Background: an optimization exercise with open tools, aiming at small area, a short achievable clock period and few clock cycles per item. Do not read the settings as production practice.
Only simulation tests tie the RTL to the original design; equivalence was not proved.
No activity file was given, so power comes from the tool's default toggle rates.

== v43 ==
Design olivia_fec_decoder, start of the top module:
module olivia_fec_decoder (
    input  wire        clk,
    input  wire        rst,
    input  wire        in_valid,
    output wire        in_ready,
    input  wire [3:0]  in_bps,
    input  wire [47:0] in_soft,
    output wire        out_valid,
    input  wire        out_ready,
    output wire [6:0]  out_char,
    output wire [2:0]  out_index,
    output wire [11:0] out_peak,
    output wire        out_last
);
    localparam [63:0] SCRAMBLING_CODE = 64'hE257E6D0291574EC;
    localparam integer NCRED = 4;    
    function [63:0] scr_tab;
        input integer s;
        integer i, m;
        begin
            for (i = 0; i < 8; i = i + 1)
                for (m = 0; m < 8; m = m + 1)
                    scr_tab[8*i + m] = SCRAMBLING_CODE[(8*s + m + 13*i) % 64];
        end
    endfunction
    genvar s, p, q, x, j;
    reg        rdy;           
    reg [5:0]  ld_t;          
    reg [7:0]  ld_s;          
    reg [7:0]  ld_pm;         
    reg [7:0]  ld_pg;         
    reg [7:0]  ld_mh;         
    reg [2:0]  ld_bm1;        
    reg [7:0]  we;            
    reg [23:0] xsel;          
    reg        dc_busy;       
    reg [2:0]  dc_bm1;        
    reg [7:0]  dc_bh;         
    reg [7:0]  dc_ih;         
    reg [7:0]  dc_mh;         
    reg [7:0]  dc_gh;         
    reg        win;           
    reg        dc_last;       
    reg [NCRED-1:0] cred;     
    reg [7:0]  neg;           
    wire fire = in_valid & rdy;
    reg  [2:0] in_bm1;
    always @(*) begin
        case (in_bps)
            4'd0, 4'd1: in_bm1 = 3'd0;
            4'd2:       in_bm1 = 3'd1;
            4'd3:       in_bm1 = 3'd2;
            4'd4:       in_bm1 = 3'd3;
            4'd5:       in_bm1 = 3'd4;
            4'd6:       in_bm1 = 3'd5;
  ...
Size in the first run: ~10000 cells after synthesis, ~4400 flip-flops, roughly 81 I/O pins, roughly 130000 um2 of cells after synthesis.
export LEC_CHECK = 0
export CAP_MARGIN = 40
export CORE_MARGIN = 2
export CORE_UTILIZATION = 45
export PLACE_DENSITY = 0.65
export SLEW_MARGIN = 20
create_clock -name core_clock -period 10.0 [get_ports {clk}]
standard.sh (not shown) runs the stock make flow with config.mk's settings and CLKGATE_MAP_FILE= SYNTH_SCRIPT=/design/flow/synth_recipe.tcl, a recipe that flattens the netlist after the stock synthesis.
==> flow/flow/run.sh <==
#!/bin/bash
# Standard layout with: buf_4 port buffers, no dummy clock loads, clock sink clusters of up to 28 sinks within 60 um,
# and timing repair aiming for 6.8 ns of setup slack.
set -euo pipefail
export BUFFER_PORTS_ARGS="-buffer_cell sky130_fd_sc_hd__buf_4"
export CTS_ARGS="-sink_clustering_enable -repair_clock_nets -dont_use_dummy_load -sink_clustering_size 28 -sink_clustering_max_diameter 60"
export SETUP_SLACK_MARGIN=6.8
bash standard.sh > standard.log 2>&1
Testbench counts of v43, summed over its fixed seeds: cycles 35,472, chars 1,720.
Edits applied to the flow inputs when going from v43 to v16:
- CORE_UTILIZATION: 45 -> 35
- PLACE_DENSITY: 0.65 -> 0.55
-- flow/flow/run.sh --
<<< v43, line 3
# and timing repair aiming for 6.8 ns of setup slack.
>>> v16, line 3
# and timing repair aiming for 6.9 ns of setup slack.
<<< v43, line 7
export SETUP_SLACK_MARGIN=6.8
>>> v16, line 7
export SETUP_SLACK_MARGIN=6.9
### Flow results
v16 reports a higher design area than v43 does.
v16 vs. v43: post-route fraction of the period consumed by the critical path fell 0.74 points; count of antenna diodes in the layout rose 1; post-DP HPWL rose 5600 um; non-clock buffer count rose about 15%; power rose about 3%.
Changes in v17 relative to v16:
==> flow/flow/run.sh <==
#!/bin/bash
# Standard layout with: buf_4 port buffers, no dummy clock loads, clock sink clusters of up to 32 sinks within 64 um,
# and timing repair aiming for 6.9 ns of setup slack.
set -euo pipefail
export BUFFER_PORTS_ARGS="-buffer_cell sky130_fd_sc_hd__buf_4"
export CTS_ARGS="-sink_clustering_enable -repair_clock_nets -dont_use_dummy_load -sink_clustering_size 32 -sink_clustering_max_diameter 64"
export SETUP_SLACK_MARGIN=6.9
bash standard.sh > standard.log 2>&1
--- outcome ---
- Setup WNS v16 -> v17: worse
- Between v16 and v17, the area of all placed cells without fillers is lower for v17.
- On final layout net count, the higher figure sits with v16, not v17.
- In v17 relative to v16, maximum clock frequency had gone down slightly.
- Changes observed in v17 relative to v16: share of cell area taken by flip-flops and latches higher, area fraction in compound gates after synthesis essentially unchanged, initial antenna violation count now larger.
- Across both runs, total power per unit cell area was lower for v17 than for v16.
- In v17, the overall power consumption came out 1.2 mW below the value in v16.
- Relative to v16, the total wire length measured on v17 has decreased slightly.
- Result: PASS for each of v16 and v17
diff inputs: v17 => v4
==> flow/flow/run.sh <==
#!/bin/bash
# Standard layout with: buf_4 port buffers, no dummy clock loads, clock sink clusters of up to 24 sinks within 60 um,
# and timing repair aiming for 6.8 ns of setup slack.
set -euo pipefail
export BUFFER_PORTS_ARGS="-buffer_cell sky130_fd_sc_hd__buf_4"
export CTS_ARGS="-sink_clustering_enable -repair_clock_nets -dont_use_dummy_load -sink_clustering_size 24 -sink_clustering_max_diameter 60"
export SETUP_SLACK_MARGIN=6.8
bash standard.sh > standard.log 2>&1
Results
Timing-limited maximum frequency ended up 0.70% higher on v4 than on v17.
Looking only at area share of buffers outside the clock network, and setting everything else aside, the higher value of v4 and v17 goes to v17.
Relative to v17, minimum hold slack has decreased by 0.019 ns in v4.
v17 -> v4: number of standard cells in the final layout excluding fillers flat
Compared to v17, the router laid down more metal wire for v4.
As far as flip-flop and latch count after synthesis goes, v17 and v4 are indistinguishable; the numbers are identical.
Comparing fraction of layout instances using a drive strength above 1 for v4 and v17, the smaller number came from v4.
Delta (v4 minus v17): worst setup slack +0.024 ns; static leakage rose 0.80%; post-route cell area increased by 0.57% relative to the old numbers.

========
Another version of the RTL of olivia_fec_decoder (not shown whole).
Size: roughly 4,100 flip-flops, ~0.12 mm^2 of cells after synthesis.
Settings: LEC_CHECK=0, CAP_MARGIN=10, CORE_MARGIN=2, CORE_UTILIZATION=50, PLACE_DENSITY=0.68, SLEW_MARGIN=10; clock period 10.0 ns.
==> flow/flow/run.sh <==
#!/bin/bash
# Standard layout with: buf_4 port buffers, no dummy clock loads, clock sink clusters of up to 28 sinks within 60 um,
# and timing repair aiming for 6.8 ns of setup slack.
set -euo pipefail
export BUFFER_PORTS_ARGS="-buffer_cell sky130_fd_sc_hd__buf_4"
export CTS_ARGS="-sink_clustering_enable -repair_clock_nets -dont_use_dummy_load -sink_clustering_size 28 -sink_clustering_max_diameter 60"
export SETUP_SLACK_MARGIN=6.8
bash standard.sh > standard.log 2>&1
Testbench counts at the start, summed over its fixed seeds: cycles 35,432, chars 1,720.
Edit:
==> flow/flow/run.sh (replaced) <==
#!/bin/bash
# Standard layout with: buf_4 port buffers, no dummy clock loads, clock sink clusters of up to 28 sinks within 60 um,
# and timing repair aiming for 6.9 ns of setup slack.
set -euo pipefail
export BUFFER_PORTS_ARGS="-buffer_cell sky130_fd_sc_hd__buf_4"
export CTS_ARGS="-sink_clustering_enable -repair_clock_nets -dont_use_dummy_load -sink_clustering_size 28 -sink_clustering_max_diameter 60"
export SETUP_SLACK_MARGIN=6.9
bash standard.sh > standard.log 2>&1
- CORE_UTILIZATION: 50 -> 55
- PLACE_DENSITY: 0.68 -> 0.72
The changed run finished clean.
Sequential cell count does not change.
Global-route usage climbs by 2.5 points.
Clock skew hardly moves.
Count of clock-buffer cells in the layout falls by 2.
Register-to-register slack improves by 50 ps.
Worst hold slack stays flat.
Synthesized cell count is unchanged.
Non-clock buffer count went up by 60.
Edit:
- CORE_UTILIZATION: 55 -> 45
- PLACE_DENSITY: 0.72 -> 0.62
The changed run passed the timing, design-rule and antenna checks.
Final area went up by 0.33%.
Power stays flat.
Clock-buffer cell count increases by 9.
Core utilization drops by 11 points.
Via count shrinks by 0.82%.
Edit:
==> flow/flow/run.sh (replaced) <==
#!/bin/bash
# Standard layout with: buf_4 port buffers, no dummy clock loads, clock sink clusters of up to 28 sinks within 60 um,
# and timing repair aiming for 7.0 ns of setup slack.
set -euo pipefail
export BUFFER_PORTS_ARGS="-buffer_cell sky130_fd_sc_hd__buf_4"
export CTS_ARGS="-sink_clustering_enable -repair_clock_nets -dont_use_dummy_load -sink_clustering_size 28 -sink_clustering_max_diameter 60"
export SETUP_SLACK_MARGIN=7.0
bash standard.sh > standard.log 2>&1
- CORE_UTILIZATION: 45 -> 50
- PLACE_DENSITY: 0.62 -> 0.68
Effect: Clock power falls by 3.2%. Die area falls by 9.9%. First-iteration DRC count rises by 12%. Routed wire length falls by 0.66%. Core utilization rises by 5.7 points. Design area hardly moves. Global-route usage rises by 1.5 points. Critical path depth stays the same. Via count rises by 0.66%. Area after synthesis does not change.

========
## build 87
Starting RTL as in the previous note.
==> flow/design.v (excerpt) <==
module olivia_fec_decoder (
    input  wire        clk,
    input  wire        rst,
    input  wire        in_valid,
    output wire        in_ready,
    input  wire [3:0]  in_bps,
    input  wire [47:0] in_soft,
    output wire        out_valid,
    input  wire        out_ready,
    output wire [6:0]  out_char,
    output wire [2:0]  out_index,
    output wire [11:0] out_peak,
    output wire        out_last
);
==> flow/config.mk <==
export PLATFORM = sky130hd
export DESIGN_NAME = olivia_fec_decoder
export DESIGN_NICKNAME = olivia_fec_decoder
export VERILOG_FILES = /design/flow/design.v
export SDC_FILE = /design/flow/constraint.sdc
export NUM_CORES = 8
export LEC_CHECK = 0
export CAP_MARGIN = 10
export CORE_MARGIN = 2
export CORE_UTILIZATION = 50
export PLACE_DENSITY = 0.74
export SLEW_MARGIN = 10
==> flow/constraint.sdc <==
create_clock -name core_clock -period 10.0 [get_ports {clk}]
set_input_delay 2.0000 -clock core_clock [delete_from_list [all_inputs] [get_ports {clk}]]
set_output_delay 2.0000 -clock core_clock [all_outputs]
set_load 0.01 [all_outputs]
==> flow/flow/run.sh <==
#!/bin/bash
# Standard layout with: buf_4 port buffers, no dummy clock loads, clock sink clusters of up to 28 sinks within 60 um,
# and timing repair aiming for 6.9 ns of setup slack.
set -euo pipefail
export BUFFER_PORTS_ARGS="-buffer_cell sky130_fd_sc_hd__buf_4"
export CTS_ARGS="-sink_clustering_enable -repair_clock_nets -dont_use_dummy_load -sink_clustering_size 28 -sink_clustering_max_diameter 60"
export SETUP_SLACK_MARGIN=6.9
bash standard.sh > standard.log 2>&1
Testbench counts of build 87, summed over its fixed seeds: cycles 35,432, chars 1,720.
diff inputs: build 87 => build 62
Settings: a change of PLACE_DENSITY from 0.74 to 0.68.
==> flow/flow/run.sh <==
#!/bin/bash
# Standard layout with: buf_4 port buffers, clkbuf_16 and clkbuf_8 clock
# buffers, no dummy clock loads, clock sink clusters of up to 28 sinks within
# 60 um, and timing repair aiming for 6.9 ns of setup slack.
set -euo pipefail
export BUFFER_PORTS_ARGS="-buffer_cell sky130_fd_sc_hd__buf_4"
export CTS_ARGS="-sink_clustering_enable -repair_clock_nets -dont_use_dummy_load -buf_list {sky130_fd_sc_hd__clkbuf_16 sky130_fd_sc_hd__clkbuf_8} -sink_clustering_size 28 -sink_clustering_max_diameter 60"
export SETUP_SLACK_MARGIN=6.9
bash standard.sh > standard.log 2>&1
[summary]
On arrival time of the worst setup path, the lower figure sits with build 62, not build 87. From build 87 to build 62 the numbers moved as follows: sequential share of layout area has remained practically unchanged; global-route met1 utilization has decreased.
For build 60, these inputs were changed with respect to build 62:
==> flow/flow/run.sh <==
#!/bin/bash
# Standard layout with: buf_4 port buffers, no dummy clock loads, clock sink clusters of up to 32 sinks within 60 um,
# and timing repair aiming for 6.9 ns of setup slack.
set -euo pipefail
export BUFFER_PORTS_ARGS="-buffer_cell sky130_fd_sc_hd__buf_4"
export CTS_ARGS="-sink_clustering_enable -repair_clock_nets -dont_use_dummy_load -sink_clustering_size 32 -sink_clustering_max_diameter 60"
export SETUP_SLACK_MARGIN=6.9
bash standard.sh > standard.log 2>&1
- Fraction of met3 tracks used by global routing: build 60 vs build 62, no meaningful difference
- Comparing build 60 with build 62, the layout buffering overhead excluding clock cells came out essentially unchanged.
- Worst IR drop on VDD is lower on build 62
- Between build 60 and build 62, the number of standard cells in the layout, taps in and fillers out figures differ only marginally.
Setup changes, build 60 to build 4
==> flow/flow/run.sh <==
#!/bin/bash
# Standard layout with: buf_4 port buffers, no dummy clock loads, clock sink clusters of up to 28 sinks within 60 um,
# and timing repair aiming for 6.9 ns of setup slack.
set -euo pipefail
export BUFFER_PORTS_ARGS="-buffer_cell sky130_fd_sc_hd__buf_4"
export CTS_ARGS="-sink_clustering_enable -repair_clock_nets -dont_use_dummy_load -sink_clustering_size 28 -sink_clustering_max_diameter 60"
export SETUP_SLACK_MARGIN=6.9
bash standard.sh > standard.log 2>&1
## What came out
- Build 4 ends up with a power per cell area that is 1.4 nW/um^2 higher than in build 60.
- Diff build 4..build 60 | starting density of the core | unchanged
- Diff build 60..build 4 | CTS clock-pin slew for the worst setup and hold paths | negligible
- Compared build 60 against build 4; number of standard cells in the final layout excluding fillers within noise.
- Of build 60 and build 4, the higher area growth from synthesis to layout belongs to build 4.
- From build 60 to build 4 the numbers moved as follows: number of global-route vias before repair closely matched the old numbers; global-route usage comparable.
- Build 4 completed every stage of the flow, and the final layout passed the timing, design-rule and antenna checks.
- On fraction of final layout cells with drive strength greater than 1, the higher figure sits with build 4, not build 60.

========
## willow
olivia_fec_decoder, a different RTL version from the one above (not shown whole).
Size: ~4300 flip-flops, roughly 130000 µm² of cells after synthesis.
clock: 10.0 ns
lec_check: 0
cap_margin: 40
core_margin: 2
core_utilization: 55
place_density: 0.75
slew_margin: 20
==> flow/flow/run.sh <==
#!/bin/bash
# Standard layout with: buf_4 port buffers, no dummy clock loads, clock sink clusters of up to 28 sinks within 60 um,
# and timing repair aiming for 6.9 ns of setup slack.
set -euo pipefail
export BUFFER_PORTS_ARGS="-buffer_cell sky130_fd_sc_hd__buf_4"
export CTS_ARGS="-sink_clustering_enable -repair_clock_nets -dont_use_dummy_load -sink_clustering_size 28 -sink_clustering_max_diameter 60"
export SETUP_SLACK_MARGIN=6.9
bash standard.sh > standard.log 2>&1
The flow did not stop early for willow: all stages ran, and the layout cleared the timing, design-rule and antenna checks.
Testbench counts of willow, summed over its fixed seeds: cycles 35,440, chars 1,720.
The following lists how xenon was set up differently from willow:
# willow
export LEC_CHECK = 0
export CAP_MARGIN = 40
export CORE_MARGIN = 2
export CORE_UTILIZATION = 55
export PLACE_DENSITY = 0.75
export SLEW_MARGIN = 20
create_clock -name core_clock -period 10.0 [get_ports {clk}]
# xenon
export LEC_CHECK = 0
export CAP_MARGIN = 40
export CORE_MARGIN = 2
export CORE_UTILIZATION = 50
export PLACE_DENSITY = 0.68
export SLEW_MARGIN = 20
create_clock -name core_clock -period 10.0 [get_ports {clk}]
-- flow/flow/run.sh --
<<< willow, line 3
# and timing repair aiming for 6.9 ns of setup slack.
>>> xenon, line 3
# and timing repair aiming for 7.0 ns of setup slack.
<<< willow, line 7
export SETUP_SLACK_MARGIN=6.9
>>> xenon, line 7
export SETUP_SLACK_MARGIN=7.0
Findings:
- xenon: flow completed, timing, DRC and antenna clean
- Diff willow..xenon | synthesized area divided by synthesized cell count | unchanged
- Against willow, shortest period the worst path allows in xenon came out worse.
- xenon against willow: utilization dropped 5.2 points, via count of the first global-routing pass climbed 0.38%.
- Final standard cell count with taps included and fillers excluded of xenon exceeds that of willow slightly.
- On post-layout net count, xenon and willow are neck and neck.
- | starting utilization of the core area | xenon vs willow | 5.2 points lower |
- The combinational power share was comparable across xenon and willow.
- Summary: with willow as the reference, width of the chip in xenon moved up by a few percent.
- Relative to willow, total routing resource utilization after global routing decreased by 2.4 points in xenon.
Relative to xenon, the following input files were edited for yarrow:
# xenon
export LEC_CHECK = 0
export CAP_MARGIN = 40
export CORE_MARGIN = 2
export CORE_UTILIZATION = 50
export PLACE_DENSITY = 0.68
export SLEW_MARGIN = 20
create_clock -name core_clock -period 10.0 [get_ports {clk}]
# yarrow
export LEC_CHECK = 0
export CAP_MARGIN = 40
export CORE_MARGIN = 2
export CORE_UTILIZATION = 35
export PLACE_DENSITY = 0.55
export SLEW_MARGIN = 20
create_clock -name core_clock -period 10.0 [get_ports {clk}]
-- flow/flow/run.sh --
<<< xenon, line 3
# and timing repair aiming for 7.0 ns of setup slack.
>>> yarrow, line 3
# and timing repair aiming for 6.9 ns of setup slack.
<<< xenon, line 7
export SETUP_SLACK_MARGIN=7.0
>>> yarrow, line 7
export SETUP_SLACK_MARGIN=6.9
The run showing the smaller relative slew slack is yarrow. Side by side, number of ordinary and repair buffers in the finished layout turned out higher in yarrow than in xenon. Cmp xenon and yarrow / via density per instance / higher: xenon. yarrow packs its core looser than xenon. Die: yarrow bigger than xenon.
--- input diff yarrow..fjord ---
# yarrow
export LEC_CHECK = 0
export CAP_MARGIN = 40
export CORE_MARGIN = 2
export CORE_UTILIZATION = 35
export PLACE_DENSITY = 0.55
export SLEW_MARGIN = 20
create_clock -name core_clock -period 10.0 [get_ports {clk}]
# fjord
export LEC_CHECK = 0
export CAP_MARGIN = 40
export CORE_MARGIN = 2
export CORE_UTILIZATION = 45
export PLACE_DENSITY = 0.65
export SLEW_MARGIN = 20
create_clock -name core_clock -period 10.0 [get_ports {clk}]
Results
The run showing the smaller number of buffers inserted by post-CTS setup repair is yarrow. Power density over cell area, yarrow and fjord: larger value in yarrow. Delta (fjord minus yarrow): final core utilization climbed 10 points; total chip power went down.

re-timing with driven ports:
No port has a modelled driver above. Below, the same layouts with a new extraction and two added sets of constraints.
Step 1 sets driving cells, clkbuf_16 on the clock port and buf_2 on the other inputs (assumed; they add their load-dependent delay and slew).
Step 2 also shifts input and output timing later by t, the mid clock arrival at the registers, as if the neighbouring blocks saw the same clock.
Three values: ideal, step 1, step 2; two values: the first two.
| run | shift t [ns] | setup slack, ns | latest minus earliest clock arrival (ns) |
|---|---|---|---|
| v43 | 0.945 | 6.561 / 6.470 / 6.026 | 0.159 / 0.158 |
| v16 | 0.933 | 6.635 / 6.540 / 5.937 | 0.178 / 0.177 |
| v17 | 0.944 | 6.584 / 6.489 / 5.960 | 0.220 / 0.220 |
| v4 | 0.946 | 6.607 / 6.509 / 5.845 | 0.151 / 0.150 |
| the first run of note 2 | 0.917 | 6.657 / 6.567 / 5.947 | 0.166 / 0.166 |
| the second run of note 2 | 0.907 | 6.654 / 6.567 / 6.048 | 0.137 / 0.137 |
| the third run of note 2 | 0.941 | 6.660 / 6.566 / 6.056 | 0.131 / 0.131 |
| the fourth run of note 2 | 0.911 | 6.708 / 6.619 / 6.153 | 0.124 / 0.123 |
| build 87 | 0.920 | 6.653 / 6.560 / 6.023 | 0.120 / 0.121 |
| build 62 | 0.924 | 6.691 / 6.598 / 5.986 | 0.172 / 0.172 |
| build 60 | 0.921 | 6.633 / 6.540 / 5.965 | 0.178 / 0.177 |
| build 4 | 0.924 | 6.691 / 6.598 / 5.986 | 0.172 / 0.172 |
| willow | 0.932 | 6.634 / 6.543 / 6.096 | 0.185 / 0.185 |
| xenon | 0.958 | 6.598 / 6.509 / 6.106 | 0.182 / 0.182 |
| yarrow | 0.943 | 6.639 / 6.545 / 5.995 | 0.135 / 0.135 |
| fjord | 0.963 | 6.636 / 6.538 / 6.048 | 0.175 / 0.175 |
After both steps setup and hold are still met in every run listed. For v4, which loses most, drivers alone change the setup slack by -0.098 ns; drivers and shift together by -0.762 ns.
